From an optimization exercise on the open Yosys and OpenROAD flow, aimed at small area, a short achievable clock period and few clock cycles per item; shortcuts taken in it are not production practice. Only simulation tests tie the RTL to the original design; equivalence was not proved. Power figures rest on the tool's default switching activity, not on a simulated workload.

### flow/config.mk
export PLATFORM = sky130hd
export DESIGN_NAME = p286_line_dec
export DESIGN_NICKNAME = p286_line_dec
export VERILOG_FILES = /design/flow/design.v
export SDC_FILE = /design/flow/constraint.sdc
export NUM_CORES = 4
export LEC_CHECK = 0
export CAP_MARGIN = 20
export CORE_MARGIN = 2
export CORE_UTILIZATION = 60
export SLEW_MARGIN = 20
### flow/constraint.sdc
create_clock -name core_clock -period 12.0 [get_ports {clk}]
set_input_delay 2.4000 -clock core_clock [delete_from_list [all_inputs] [get_ports {clk}]]
set_output_delay 2.4000 -clock core_clock [all_outputs]
set_load 0.01 [all_outputs]
### flow/design.v
module p286_line_dec (
    input  wire        clk,
    input  wire        rst,           
    input  wire        start,
    output wire        idle,
    output wire        done,
    input  wire [9:0]  line,          
    input  wire [2:0]  mode,
    input  wire [31:0] fb_ptr,
    input  wire [11:0] fb_w,
    input  wire [11:0] fb_h,
    input  wire [11:0] off_x,
    input  wire [11:0] off_y,
    input  wire [31:0] text_ptr,
    input  wire [31:0] font_ptr,
    input  wire        blink_en,
    input  wire        blink_phase,
    input  wire [4:0]  cur_row,
    input  wire [6:0]  cur_col,
    output wire        mem_req,
    output wire [31:0] mem_addr,
    input  wire        mem_gnt,
    input  wire        mem_rvalid,
    input  wire [7:0]  mem_rdata,
    output wire        lb_we,
    output wire [9:0]  lb_addr,
    output wire [7:0]  lb_data
);
    localparam [7:0] BG_INDEX = 8'd250;
    localparam [1:0] ST_IDLE = 2'd0, ST_G1 = 2'd1, ST_MUL = 2'd2, ST_RUN = 2'd3;
    reg  [1:0]  st;
    reg         idle_r, done_r;
    reg  [2:0]  md;
    wire        ftxt = (md[2:1] == 2'b00);
    wire        fpl  = (md == 3'd6);
    wire        fm7  = (md == 3'd7);
    wire        fb1  = (md == 3'd2);
    wire        fb2  = (md == 3'd3);
    wire        fb4  = (md == 3'd4) || (md == 3'd5);
    wire        fhs4 = (md == 3'd5);
    reg         blank;        
    reg  [31:0] P;            
    reg  [31:0] F;            
    reg         c0;           
    reg         C;            
    reg         A;            
    reg         rp;           
    reg  [8:0]  R;            
    reg  [9:0]  xr;           
    reg         we_r;
    reg  [7:0]  q;
    reg         W, E;         
    reg  [15:0] D, S;
    reg         dv;           
    reg  [3:0]  dcnt;         
    reg         sf;           
    reg         ua;           
    reg  [2:0]  rcnt, acnt;   
    reg         pp;           
    reg         ph;           
    reg         req;
    reg         fin;          
    reg         gs;           
    reg         mulst;        
    reg         nbg;          
    reg         pdec;         
    reg         dl;           
    wire [20:0] M = {S[4:0], D};    
    wire [9:0]  n      = xr + 10'd1;
    wire        eqs    = (n == F[9:0]);         
    wire        eqe    = (n == F[19:10]);       
    wire [9:0]  n2     = xr + 10'd2;
    wire        inwin2 = ftxt || ((W || eqs || (n2 == F[9:0])) && !(E || eqe || (n2 == F[19:10])));
    wire        inwin0 = ftxt || ((F[9:0] == 10'd0) && (F[19:10] != 10'd0));
    wire        run    = (st == ST_RUN);
    wire        pend   = run && !fin;
    wire        isbg   = nbg;
    wire        produce = pend && (isbg || dv);
    wire        adv    = pend && !isbg && dv;
    wire [3:0]  elast  = fb1 ? 4'd15 : ((fm7 || (fb4 && !fhs4)) ? 4'd3 : 4'd7);
    wire        dlast  = dl;
    wire        xfer   = sf && (!dv || (adv && dlast));
    wire        at639  = (xr == 10'd638);
    wire        curs   = (n[9:3] == R[6:0]);
    wire        tbit   = !(R[8] && D[7]) && (curs || D[15]);    
    wire        big    = (D[15:11] == 5'b11111) && (D[10] || (D[9] && D[8]));    
    reg  [7:0]  pix;
    always @(*) begin
        if (ftxt)           pix = tbit ? {4'd0, D[3:0]} : {4'd0, D[7] && !R[7], D[6:4]};
        else if (fpl)       pix = {4'd0, D[3], D[7], D[11], D[15]};
        else if (fm7)       pix = big ? 8'd0 : D[15:8];
        else if (fb1)       pix = {7'd0, D[15]};
        else if (fb2)       pix = {6'd0, D[15:14]};
        else                pix = {4'd0, D[15:12]};
    end
    wire shift_now = ftxt || (fhs4 ? (dcnt[1:0] == 2'd3) : dcnt[0]);
    reg [15:0] dsh;
    always @(*) begin
        if (fm7 && run)      dsh = {D[7:0], 8'd0};
        else if (fb2 && run) dsh = {D[13:0], 2'b0};
        else if (fb4 && run) dsh = {D[11:0], 4'b0};
        else                 dsh = {D[14:0], 1'b0};
    end
    wire [2:0]  nbm1   = ftxt ? 3'd2 : (fpl ? 3'd3 : (fm7 ? 3'd1 : 3'd0));   
    wire        taken  = req && mem_gnt;
    wire        alast  = (acnt == nbm1);
    wire        ucomp  = ua && mem_rvalid && alast;
    wire        fetch_en = pend && !blank && !E && !at639;
    wire        prep   = ua && ftxt && !pp && (acnt != 3'd0);
    wire        gready = pp && (!C || A);
    wire        adj    = ftxt && pp && C && !A;
    wire        newu   = fetch_en && !ua && (!sf || xfer);
    wire        more_t = ua && (rcnt != nbm1) && !(ftxt && rcnt == 3'd1 && !gready);
    wire        more_n = ua && (rcnt != nbm1 + 3'd1) && !(ftxt && rcnt == 3'd2 && !gready);
    wire        more   = taken ? more_t : more_n;
    wire        req_n  = fetch_en && (more || newu);
    wire        fin_n  = fin || (produce && at639);
    wire        done_c = run && fin_n && !req && (rcnt == acnt);
    wire        gsel   = gs;
    wire [2:0]  rcnt_n = newu ? 3'd0 : (taken ? rcnt + 3'd1 : rcnt);
    reg  [31:0] ma;
    wire        gs_n   = ftxt && (rcnt_n == 3'd2);
    wire [2:0]  rcnt_t = newu ? 3'd0 : rcnt + 3'd1;     
    wire [2:0]  rcnt_h = newu ? 3'd0 : rcnt;            
    wire [31:0] gaddr  = {F[31:12], S[15:8], F[3:0]};
    wire [31:0] ma_t   = (ftxt && rcnt_t == 3'd2) ? gaddr : (gsel ? P : psum);
    wire [31:0] ma_h   = (ftxt && rcnt_h == 3'd2) ? gaddr : P;
    assign mem_addr = ma;
    wire [20:0] fc;
    assign fc[0] = 1'b1;
    genvar gi;
    generate
        for (gi = 0; gi < 20; gi = gi + 1) begin : g_fadj
            assign fc[gi+1] = fc[gi] & (F[12+gi] ^ A);
        end
    endgenerate
    wire [19:0] fadj = F[31:12] ^ fc[19:0];
    wire        txt_in = (mode[2:1] == 2'b00);
    wire [4:0]  flo    = {1'b0, font_ptr[3:0]} + {1'b0, line[3:0]};
    wire        cline  = blink_phase && (line[8:4] == cur_row) && (line[3:1] == 3'b111);
    wire [9:0]  dy     = {1'b0, R} - {1'b0, S[8:0]};           
    wire [9:0]  dh     = {1'b0, dy[8:0]} - {1'b0, D[8:0]};     
    wire        yin    = !(|S[11:9]) && !dy[9] && ((|D[11:9]) || dh[9]);
    wire [11:0] w      = F[11:0];
    reg  [11:0] sq;
    reg         sr;
    always @(*) begin
        if (fm7)             begin sq = w;                 sr = 1'b0;         end
        else if (fb1 || fpl) begin sq = {3'd0, w[11:3]};   sr = |w[2:0];      end
        else if (fb2)        begin sq = {2'd0, w[11:2]};   sr = |w[1:0];      end
        else                 begin sq = {1'd0, w[11:1]};   sr = w[0];         end
    end
    wire [11:0] sc     = sq + {11'd0, sr};
    wire [15:0] stride = fpl ? {2'd0, sc, 2'b00} : {4'd0, sc};
    wire [11:0] xs     = F[23:12];
    wire [9:0]  xe     = {1'b0, xs[8:0]} + {1'b0, w[8:0]};
    wire        xsbig  = fhs4 ? ((|xs[11:8]) || (xs[7] && (xs[6] || xs[5])))
                              : ((|xs[11:9]) || (xs[8] && (xs[7] || xs[6])));
    wire        xebig  = (|xs[11:9]) || (|w[11:9]) ||
                         (fhs4 ? ((|xe[9:8]) || (xe[7] && (xe[6] || xe[5])))
                               : (xe[9] || (xe[8] && (xe[7] || xe[6]))));
    wire [9:0]  as_e   = xsbig ? 10'h3FF : (fhs4 ? {xs[7:0], 2'b00} : {xs[8:0], 1'b0});
    wire [9:0]  ae_e   = xebig ? 10'h3FF : (fhs4 ? {xe[7:0], 2'b00} : {xe[8:0], 1'b0});
    wire [31:0] addb   = mulst ? (R[0] ? {11'd0, M} : 32'd0) :
                         (pdec ? 32'hFFFF_FFFD : 32'd1);
    wire [31:0] psum   = P + addb;
    wire [3:0]  nib    = ph ? mem_rdata[3:0] : mem_rdata[7:4];
    always @(posedge clk) begin
        we_r   <= 1'b0;
        done_r <= 1'b0;
        gs     <= 1'b0;
        ma     <= (run && gs_n) ? gaddr : (((run && taken && !gsel) || mulst) ? psum : P);
        q      <= isbg ? BG_INDEX : pix;
        pdec   <= 1'b0;
        req    <= 1'b0;
        case (st)
            ST_IDLE: begin
                md    <= mode;
                P     <= txt_in ? text_ptr : fb_ptr;
                F     <= txt_in ? {font_ptr[31:4], flo[3:0]} : {8'd0, off_x, fb_w};
                c0    <= flo[4];
                R     <= line[9:1];
                blank <= txt_in && (line >= 10'd400);
                D     <= {4'd0, fb_h};
                S     <= {4'd0, off_y};
                xr    <= {1'b0, blink_en & blink_phase, blink_en, cline ? cur_col : 7'h7F};
                if (start && idle_r) begin
                    st     <= ST_G1;
                    idle_r <= 1'b0;
                end
            end
            ST_G1: begin
                S[4:0]  <= 5'd0;
                st      <= ST_MUL;
                mulst   <= 1'b1;
                if (ftxt) begin
                    R       <= 9'd5;                         
                    D       <= {6'd0, R[7:3], 5'd0};
                end else begin
                    R       <= dy[8:0];
                    D       <= stride;
                    F[19:0] <= {ae_e, as_e};
                    blank   <= !yin;
                end
            end
            ST_MUL: begin
                P <= psum;
                R <= {1'b0, R[8:1]};
                {S[4:0], D} <= {S[3:0], D[15], dsh};
                if (R[8:1] == 8'd0 || blank) begin
                    st   <= ST_RUN;
                    mulst <= 1'b0;
                    R    <= xr[8:0];
                    xr   <= 10'h3FF;
                    req  <= !blank;
                    ua   <= !blank;
                    rcnt <= 3'd0;
                    acnt <= 3'd0;
                    pp   <= 1'b0;
                    C    <= 1'b0;
                    A    <= 1'b0;
                    rp   <= 1'b0;
                    ph   <= 1'b0;
                    dv   <= 1'b0;
                    sf   <= 1'b0;
                    fin  <= 1'b0;
                    W    <= 1'b0;
                    E    <= 1'b0;
                    nbg  <= blank || !inwin0;
                end
            end
            default: begin    
                req <= req_n;
                gs  <= gs_n;
                pdec <= fpl && (rcnt_n == 3'd3) && (newu ? ph : !ph);
                if (taken && !gsel)
                    P <= psum;
                if (newu) begin
                    ua   <= 1'b1;
                    rcnt <= 3'd0;
                    acnt <= 3'd0;
                    pp   <= 1'b0;
                    ph   <= ~ph;
                end else begin
                    if (taken)      rcnt <= rcnt + 3'd1;
                    if (mem_rvalid) acnt <= acnt + 3'd1;
                    if (ucomp) ua <= 1'b0;
                    if (prep)  pp <= 1'b1;
                end
                if (prep)
                    {C, S[15:8]} <= {1'b0, S[15:8]} + {1'b0, F[11:4]} + {8'd0, c0};
                if (adj) begin
                    F[31:12] <= fadj;
                    A        <= 1'b1;
                end else if (rp) begin
                    F[31:12] <= fadj;
                    A        <= 1'b0;
                end
                rp <= taken && gsel && A;
                if (taken && gsel) C <= 1'b0;
                if (mem_rvalid) begin
                    if (fpl) begin
                        S <= {S[11:0], nib};
                    end else if (acnt[0]) begin
                        S[7:0]  <= mem_rdata;
                    end else begin
                        S[15:8] <= mem_rdata;
                    end
                end
                if (ucomp)     sf <= 1'b1;
                else if (xfer) sf <= 1'b0;
                if (xfer) begin
                    dv   <= 1'b1;
                    dcnt <= 4'd0;
                    dl   <= 1'b0;
                    D    <= S;
                end else if (adv) begin
                    dcnt <= dcnt + 4'd1;
                    dl   <= (dcnt == elast - 4'd1);
                    if (dlast) dv <= 1'b0;
                    if (shift_now) begin
                        D[15:8] <= dsh[15:8];
                        if (!ftxt) D[7:0] <= dsh[7:0];
                    end
                end
                if (produce) begin
                    we_r <= 1'b1;
                    xr   <= n;
                    nbg  <= blank || !inwin2;
                    if (eqs) W <= 1'b1;
                    if (eqe && !ftxt) E <= 1'b1;
                end
                fin <= fin_n;
                if (done_c) begin
                    st     <= ST_IDLE;
                    done_r <= 1'b1;
                    idle_r <= 1'b1;
                end
            end
        endcase
        if (rst) begin
            st     <= ST_IDLE;
            mulst  <= 1'b0;
            idle_r <= 1'b1;
            done_r <= 1'b0;
            we_r   <= 1'b0;
            req    <= 1'b0;
        end
    end
    assign idle    = idle_r;
    assign done    = done_r;
    assign mem_req = req;
    assign lb_we   = we_r;
    assign lb_addr = xr;
    assign lb_data = q;
endmodule
### flow/flow/run.sh
#!/bin/bash
export BUFFER_PORTS_ARGS="-buffer_cell sky130_fd_sc_hd__buf_1"
export SETUP_SLACK_MARGIN=8.6
bash standard.sh > standard.log 2>&1
### flow/standard.sh
#!/bin/bash
# synth_recipe.tcl (not shown) runs the flow's synth.tcl, then flattens the netlist and writes it again
# the make line also repeats each setting of config.mk as NAME=value (left out here)
make -C /OpenROAD-flow-scripts/flow DESIGN_CONFIG=/design/flow/config.mk WORK_HOME=/design/flow/orfs CLKGATE_MAP_FILE= SYNTH_SCRIPT=/design/flow/synth_recipe.tcl "${@:-finish}"
==> Implementation_results.wiki, run 1 <==
{| class="wikitable"
! Metric !! Value
|-
| Result of the run || no timing/DRC/antenna violations
|-
| Number of warnings reported in the yosys synthesis log || 1
|-
| Largest net degree at the start of global routing || 72
|-
| Initial detailed-routing violation count || 2428
|-
| Largest cells by area after synthesis || sky130_fd_sc_hd__edfxtp_1 (27%), sky130_fd_sc_hd__nand2_1 (7.5%), sky130_fd_sc_hd__ha_1 (6.7%), sky130_fd_sc_hd__dfxtp_1 (6.2%), sky130_fd_sc_hd__a21oi_1 (5.6%)
|-
| Min-Delay Path Class || flop to flop
|-
| Seq cells post-synth || 192
|-
| Max_cap viols || 0
|-
| All-Layer GR Usage || 0.4053
|-
| Horizontal extent of the die || 166.7 µm
|-
| Arrival time worst endpoint || 3.81 ns
|-
| First-pass GRT wire length || 88.46 mm
|-
| Number of filler cells placed in the layout || 2019
|-
| Num ports || 238
|-
| HPWL Detailed || 39.74 mm
|-
| Routed wire per std cell || 23.58 µm
|-
| Final Worst Setup Slack || 8.415 ns
|-
| Pre-CTS worst setup slack || 7.416 ns
|-
| Num Clock Sinks || 192
|-
| Storage element area || 0.005285 mm²
|-
| TNS Setup || 0 ns
|-
| Setup skew after layout || 0.01805 ns
|-
| First-pass DRT Iterations || 8
|-
| Leading cell type in the layout, fill and taps excluded || sky130_fd_sc_hd__nand2_1
|-
| Final count of pins violating max slew || 0
|-
| Total power per unit cell area || 311.0 mW/mm²
|-
| Via count || 17030
|-
| Top delay family on crit path || compound AO/OA/AOI/OAI gates
|-
| Crit start category || flop
|-
| Required time at the worst-slack endpoint || 12.22 ns
|-
| Largest area contributor in the netlist || sky130_fd_sc_hd__edfxtp_1
|-
| Top_reg_cell synth || sky130_fd_sc_hd__edfxtp_1
|-
| Type of the setup path with the least slack || flop to flop
|-
| Net total in the final layout || 2488
|-
| Final Hold Violating Endpoints || 0
|-
| Core outline area || 0.02606 mm²
|-
| Post-synthesis to final-layout area growth || 21.06%
|-
| Remaining routing DRC violations || 0
|-
| Die Y || 166.7 µm
|-
| Maximum frequency from static timing analysis || 278.9 MHz
|-
| Net count after synthesis || 2238
|-
| Clock Latency Late Sink || 0.46 ns
|-
| Deepest level of the CTS H-tree || 4
|-
| Headroom to the max-slew limit || 0.2341
|-
| Maximum single-stage delay on the critical path || 0.41 ns
|-
| Post-detailed-route count of antenna-violating nets || 0
|-
| Worst-Margin Slew || 1.146 ns
|-
| Inserted Clock Buffers || 17
|-
| Antenna diode count || 0
|-
| Number of antenna violations at the first check in global routing || 0
|-
| CTS tree || done
|-
| Netlist cell types || 99
|-
| Crit path capture type || flop
|-
| Final weighted congestion in routability-driven placement || 0.9842
|-
| Post-DR vias/cell || 6.649
|-
| Number of core rows || 59
|-
| WL final || 60.39 mm
|-
| Post-synth EDFFs || 143
|-
| Root buf cell || sky130_fd_sc_hd__clkbuf_16
|-
| Proportion of layout cells with a drive suffix above 1 || 0.1532
|-
| Initial cell density of the core || 0.6096
|-
| Gate count after technology mapping || 1963
|-
| Post-synthesis area per instance || 8.092 µm²
|-
| Pleak || 7.563 nW
|-
| Async set or reset register ratio after synthesis || 0
|-
| Post-route clock period utilization || 0.2987
|-
| Portion of synthesized cell area occupied by the leading cell type || 0.2703
|-
| Number of failing setup endpoints in the final timing report || 0
|-
| Highest ir drop seen on vdd || 0.1766 mV
|-
| Via count of the first global-routing pass || 15550
|-
| Crit Path Max Fanout || 6
|-
| Min cycle time layout || 3.585 ns
|-
| Post-synth design cell area || 0.01589 mm²
|-
| Floorplan die area || 0.02779 mm²
|-
| Cell with the largest stage delay on the worst path || sky130_fd_sc_hd__edfxtp_1
|-
| CP Cell Sequence || buf_6, and2_4, buf_6, nand2_1, nand2_1, ha_4, a21o_1, a21o_1, a221oi_2, a211oi_4, a41oi_2, a21oi_4, buf_4, o31ai_2, o211ai_1, a31o_1
|-
| Clock buffer depth || 2
|-
| Count of port buffers added during placement || 237
|-
| Clock-pin slew of the registers on the worst-case setup and hold paths || 0.09 ns
|-
| Overall power || 5.981 mW
|-
| Unrepaired setup endpoints after global routing || yes
|-
| Buffers and inverters on the worst path || 3
|-
| Gr ovfl total || 0
|-
| Multi-input combinational cell area || 0.01067 mm²
|-
| Commonest cells after routing, fill and taps aside || sky130_fd_sc_hd__nand2_1 (292), sky130_fd_sc_hd__buf_1 (215), sky130_fd_sc_hd__nor2_1 (199), sky130_fd_sc_hd__a21oi_1 (160), sky130_fd_sc_hd__edfxtp_1 (143)
|-
| Sequential area share after synthesis || 0.3321
|}
-- path summary, 6_finish.rpt --
kind	from	endpoint	slack [ns]	cells past startpoint
max	R[0]	P[30]	8.42	16
min	idle_r	idle_r	0.52	2
max reg2reg	R[0]	P[30]	8.42	16
min reg2reg	idle_r	idle_r	0.52	2
-- flip-flops by register name, summed over array words and instances (netlist names), 2 cells and up --
register and flops:
dcnt 4, xr 10, ma 32, acnt 3, R 9, md 3, F 32, q 8
st 2, rcnt 3, D 16, S 16, P 32
-- cell families (layout without fill, tap and decap cells) --
kind of cell / count (synthesis) / in the layout / synth area share
fa+ha+maj: 91 / 91 / 0.07451
compound gates: 548 / 548 / 0.2241
flops: 192 / 192 / 0.3321
mux: 44 / 44 / 0.02875
buf+inv: 207 / 464 / 0.05072
simple gates: 733 / 739 / 0.2078
xor+xnor: 148 / 148 / 0.08207
-- routing by layer --
metal | track usage | vias to the layer above | wire, µm
met4 | 0.1859 | 0 | 2951
met2 | 0.6308 | 1249 | 26850
met3 | 0.08983 | 227 | 7426
met1 | 0.5410 | 7977 | 23160
li1 | - | 7576 | -
met5 | 0 | - | 0
-- stage by stage --
| step | instances | hold slack, ns | area [µm²] | utilization |
|---|---|---|---|---|
| CTS | 2527 | 0.5397 | 18550 | 0.7119 |
| finish | 2561 | 0.5181 | 19230 | 0.7380 |
| floorplan | 1963 | 0.4649 | 16110 | - |
| detailed placement | 2429 | 0.5092 | 17010 | 0.6526 |
| global placement | 2429 | 0.5050 | 17000 | 0.6524 |
| global route | 2561 | 0.5656 | 19230 | 0.7380 |
-- worst register-to-register path, cell delays in order, from the launching register on --
cell	delay, ns
sky130_fd_sc_hd__edfxtp_1	0.41
sky130_fd_sc_hd__buf_6	0.15
sky130_fd_sc_hd__and2_4	0.15
sky130_fd_sc_hd__buf_6	0.13
sky130_fd_sc_hd__nand2_1	0.09
sky130_fd_sc_hd__nand2_1	0.10
sky130_fd_sc_hd__ha_4	0.26
sky130_fd_sc_hd__a21o_1	0.16
sky130_fd_sc_hd__a21o_1	0.22
sky130_fd_sc_hd__a221oi_2	0.31
sky130_fd_sc_hd__a211oi_4	0.14
sky130_fd_sc_hd__a41oi_2	0.29
sky130_fd_sc_hd__a21oi_4	0.12
sky130_fd_sc_hd__buf_4	0.15
sky130_fd_sc_hd__o31ai_2	0.24
sky130_fd_sc_hd__o211ai_1	0.17
sky130_fd_sc_hd__a31o_1	0.25
-- cells in the mapped netlist, types with 26 or more instances --
cell type / number
sky130_fd_sc_hd__edfxtp_1: 143
sky130_fd_sc_hd__dfxtp_1: 49
sky130_fd_sc_hd__nand2_1: 318
sky130_fd_sc_hd__a221oi_1: 26
sky130_fd_sc_hd__xnor2_1: 100
sky130_fd_sc_hd__a31oi_1: 70
sky130_fd_sc_hd__ha_1: 85
sky130_fd_sc_hd__xor2_1: 47
sky130_fd_sc_hd__o21ai_0: 81
sky130_fd_sc_hd__nor2_1: 205
sky130_fd_sc_hd__clkbuf_1: 92
sky130_fd_sc_hd__a21o_1: 30
sky130_fd_sc_hd__a21oi_1: 177
sky130_fd_sc_hd__inv_1: 77
sky130_fd_sc_hd__nand3_1: 45
sky130_fd_sc_hd__mux2i_1: 40
-- where the power goes --
| part | switching [mW] | internal (mW) |
|---|---|---|
| Sequential | 0.482 | 1.16 |
| Clock | 0.313 | 0.315 |
| Combinational | 2.21 | 1.50 |
-- timing repair --
action / CTS / global route
setup buffers: 61 / 30
pin swaps: 37 / 48
hold buffers: 0 / 0
cloned: 5 / 4
setup endpoints to repair: 124 / 89
resized for setup: 85 / 103
-- cell type report --
class	count	share of cell area
Clock buffer	18	0.02342
Clock inverter	14	0.009499
Inverter	82	0.01679
Multi-Input combinational cell	1570	0.5550
Sequential cell	192	0.2748
Tap cell	335	0.02180
Timing Repair Buffer	349	0.09818
Timing Repair inverter	1	0.0004554
Testbench counts, summed over its fixed seeds: cycles 125,011, lines 192.
==> run 2: changes to the inputs <==
==> flow/flow/run.sh (replaced) <==
#!/bin/bash
export BUFFER_PORTS_ARGS="-buffer_cell sky130_fd_sc_hd__buf_1"
export SETUP_SLACK_MARGIN=8.45
bash standard.sh > standard.log 2>&1
==> run 2 against run 1 <==
  * First-iteration DRC count increased by 0.78%
  * Global-route usage decreased by 1.5 points
  * Sequential power about the same
  * Clock skew decreased by 0.0013 ns
  * Flip-flop and latch count unchanged
==> Implementation_results.wiki, run 2 <==
{| class="wikitable"
! Metric !! Value
|-
| Result of the run || no timing/DRC/antenna violations
|-
| Reg2reg setup slack || 8.37 ns
|-
| Crit Path Max Fanout || 4
|-
| Post-route clock period utilization || 0.3022
|-
| Setup skew after layout || 0.01675 ns
|-
| Arrival time worst endpoint || 3.81 ns
|-
| Critical R2R Launch || R[0]
|-
| First-pass DRT Iterations || 7
|-
| Net total in the final layout || 2446
|-
| Overall power || 5.753 mW
|-
| Maximum single-stage delay on the critical path || 0.44 ns
|-
| Type of the setup path with the least slack || flop to flop
|-
| Registers with the most flip-flops || F: 32 flops, P: 32 flops, ma: 32 flops
|-
| Largest net degree at the start of global routing || 90
|-
| Final Hold Violating Endpoints || 0
|-
| Cell with the largest stage delay on the worst path || sky130_fd_sc_hd__edfxtp_1
|-
| Highest ir drop seen on vdd || 0.1490 mV
|-
| Largest cells by area after synthesis || sky130_fd_sc_hd__edfxtp_1 (27%), sky130_fd_sc_hd__nand2_1 (7.5%), sky130_fd_sc_hd__ha_1 (6.7%), sky130_fd_sc_hd__dfxtp_1 (6.2%), sky130_fd_sc_hd__a21oi_1 (5.6%)
|-
| End point of the most critical hold path || idle_r
|-
| Min cycle time layout || 3.626 ns
|-
| Post-synthesis area per instance || 8.092 µm²
|-
| Number of antenna violations at the first check in global routing || 3
|-
| WL final || 57.24 mm
|-
| Standard cell area after detailed placement || 0.01697 mm²
|-
| Gate count after technology mapping || 1963
|-
| Top delay family on crit path || simple AND/OR/NAND/NOR gates
|-
| First-pass GRT wire length || 84.70 mm
|-
| Pleak || 7.269 nW
|-
| Post-synth design cell area || 0.01589 mm²
|-
| Final std cells w/o fill || 2522
|-
| CTS tree || done
|-
| Commonest cells after routing, fill and taps aside || sky130_fd_sc_hd__nand2_1 (311), sky130_fd_sc_hd__buf_1 (235), sky130_fd_sc_hd__nor2_1 (201), sky130_fd_sc_hd__a21oi_1 (161), sky130_fd_sc_hd__edfxtp_1 (143)
|-
| TNS Setup || 0 ns
|-
| Sequential area share after synthesis || 0.3321
|-
| Post-synthesis to final-layout area growth || 16.62%
|-
| Unrepaired setup endpoints after global routing || yes
|-
| Buffers and inverters on the worst path || 3
|-
| Worst hold slack across all endpoints || 0.5373 ns
|-
| CP Cell Sequence || buf_4, ha_1, nand2_2, nand2_2, ha_4, clkinvlp_4, nor4b_4, buf_4, nor4_4, a2111oi_4, nand3b_4, a31oi_4, nor4_4, a311oi_4, xor2_1, a21oi_1
|-
| Cells on Worst Hold Path || 2
|-
| Required time at the worst-slack endpoint || 12.19 ns
|-
| Post-detailed-route count of antenna-violating nets || 0
|-
| Top cells by count, synth || sky130_fd_sc_hd__nand2_1 (318), sky130_fd_sc_hd__nor2_1 (205), sky130_fd_sc_hd__a21oi_1 (177)
|-
| Crit path capture type || flop
|-
| Net count after synthesis || 2238
|-
| Min-Delay Path Class || flop to flop
|-
| Proportion of layout cells with a drive suffix above 1 || 0.1030
|-
| Total power per unit cell area || 310.6 mW/mm²
|-
| Most frequent cell after synthesis || sky130_fd_sc_hd__nand2_1
|-
| Number of failing setup endpoints in the final timing report || 0
|-
| Crit start category || flop
|-
| Top_reg_cell synth || sky130_fd_sc_hd__edfxtp_1
|-
| Clock-pin slew of the registers on the worst-case setup and hold paths || 0.08 ns
|-
| Maximum frequency from static timing analysis || 275.8 MHz
|-
| All-Layer GR Usage || 0.3901
|-
| Gr ovfl total || 0
|-
| Endpoint of the lowest-slack register-to-register path || P[31]
|-
| Inserted Clock Buffers || 17
|-
| Die Y || 166.7 µm
|-
| Final core utilization || 0.7109
|-
| Core outline area || 0.02606 mm²
|-
| Clock buffer depth || 2
|-
| Portion of synthesized cell area occupied by the leading cell type || 0.2703
|-
| Deepest level of the CTS H-tree || 4
|-
| Routed wire per std cell || 22.70 µm
|-
| Headroom to the max-slew limit || 0.3123
|-
| Remaining routing DRC violations || 0
|-
| Count of placed standard cells including taps || 2433
|-
| Final weighted congestion in routability-driven placement || 1.017
|-
| Final count of pins violating max slew || 0
|-
| Via count || 16490
|-
| Number of filler cells placed in the layout || 2178
|-
| Netlist cell types || 99
|-
| Leading cell type in the layout, fill and taps excluded || sky130_fd_sc_hd__nand2_1
|-
| Hold path startpoint || idle_r
|-
| Number of warnings reported in the yosys synthesis log || 1
|-
| Horizontal extent of the die || 166.7 µm
|-
| Area of all placed cells without fillers || 0.01853 mm²
|-
| Num ports || 238
|-
| Number of core rows || 59
|-
| Root buf cell || sky130_fd_sc_hd__clkbuf_16
|-
| Post-cts hold buffer count || 0
|-
| Floorplan die area || 0.02779 mm²
|-
| Count of port buffers added during placement || 237
|-
| Num Clock Sinks || 192
|-
| Initial cell density of the core || 0.6096
|-
| Number of cells on the worst reg-to-reg path || 16
|-
| Max_cap viols || 0
|-
| Clock Latency Late Sink || 0.46 ns
|-
| Largest area contributor in the netlist || sky130_fd_sc_hd__edfxtp_1
|-
| Via count of the first global-routing pass || 15080
|-
| Async set or reset register ratio after synthesis || 0
|-
| Pre-CTS worst setup slack || 7.401 ns
|-
| Post-synth EDFFs || 143
|-
| Post-DR vias/cell || 6.537
|-
| HPWL Detailed || 41.03 mm
|-
| Worst-Margin Slew || 1.029 ns
|-
| Seq cells post-synth || 192
|-
| Initial detailed-routing violation count || 2447
|-
| Final Worst Setup Slack || 8.374 ns
|}
[run 2: cell types whose count changed in the layout (fill, tap and decap cells not counted), moves of 6 or more]
cell / change
sky130_fd_sc_hd__buf_4: -30
sky130_fd_sc_hd__nand2_2: -21
sky130_fd_sc_hd__buf_1: +20
sky130_fd_sc_hd__clkbuf_2: -17
sky130_fd_sc_hd__o21ai_1: -6
sky130_fd_sc_hd__nand2_1: +19
sky130_fd_sc_hd__o21ai_0: +6
sky130_fd_sc_hd__ha_1: +7
[run 2: worst max-delay path by stage]
stage,startpoint,end,slack (ns),depth (start not counted)
final,R[0],P[31],8.37,16
after global placement,mem_gnt,ma[31],7.46,10
after floorplan,mem_gnt,P[0],8.42,4
after CTS,mulst,P[31],8.38,13
after detailed placement,mem_gnt,ma[31],7.40,10
after global routing,R[0],P[31],8.24,16
[run 2: final cells by class]
type / count / area [µm²] / area share
diodes: 3 / 7.507 / 0.0004052
clock buffers: 19 / 454.2 / 0.02452
clock inverters: 13 / 133.9 / 0.007227
inverters: 82 / 327.8 / 0.01770
multi-input cells: 1565 / 10350 / 0.5589
flip-flops and latches: 192 / 5280 / 0.2850
well taps: 335 / 419.2 / 0.02263
repair buffers: 313 / 1549 / 0.08361
[run 2: logic make-up (layout without fill, tap and decap cells)]
kind of cell    count (synthesis)  in the layout  synth area share
compound gates                548            548            0.2241
xor+xnor                      148            148           0.08207
fa+ha+maj                      91             91           0.07451
buf+inv                       207            427           0.05072
flops                         192            192            0.3321
mux                            44             44           0.02875
other cells                     0              3                 0
simple gates                  733            734            0.2078
[run 2: timing repair]
item                                    in CTS  in global routing
pin swaps                                    7                 26
cloned                                       1                  2
gates resized for setup                     28                 79
endpoints found under the setup margin     110                 42
buffers inserted                            15                 35
[run 2: layer usage]
metal,wire [µm],vias to the layer above,GRT usage
met3,6860,213,0.08698
met4,2926,0,0.1788
met1,21910,7730,0.5125
li1,-,7465,-
met5,0,-,0
met2,25540,1078,0.6166
[run 2: worst reg2reg max path: cells and delay by family (launching register included)]
| kind | cells | cell delay, ns |
|---|---|---|
| compound gates | 4 | 0.71 |
| xor+xnor | 1 | 0.20 |
| fa+ha+maj | 2 | 0.48 |
| buf+inv | 3 | 0.50 |
| flops | 1 | 0.44 |
| simple gates | 6 | 1.07 |
[run 2: where the power goes]
group	internal [mW]	switching, mW	leakage [nW]
Sequential	1.16	0.477	1.86
Clock	0.290	0.307	0.287
Combinational	1.40	2.12	5.13
Total	2.85	2.90	7.27

afterwards: timing with drivers on the ports:
In the flow no input, the clock included, has a driving cell. The finished layouts below were timed again as built, in two steps.
Step 1 sets driving cells, clkbuf_16 on the clock port and buf_2 on the other inputs (assumed; they add their load-dependent delay and slew).
Step 2 times the ports against the registers' clock, not the clock port: input delays grow and output delays shrink by t, the midpoint of the rising clock arrivals with the driver on.
a / b / c = ideal ports / drivers / drivers and shift; a / b = the first two.
| run | t, ns | setup slack, ns | hold slack, ns | cell pins on the clock port's net |
|---|---|---|---|---|
| run 1 | 0.500 | 8.415 / 8.415 / 8.123 | 0.518 / 0.518 / 0.518 | 1 |
| run 2 | 0.504 | 8.374 / 8.374 / 8.047 | 0.537 / 0.537 / 0.537 | 1 |
After both steps every run listed still meets setup and hold. For run 2, which loses most, drivers alone change the setup slack by 0.000 ns; drivers and shift together by -0.327 ns.
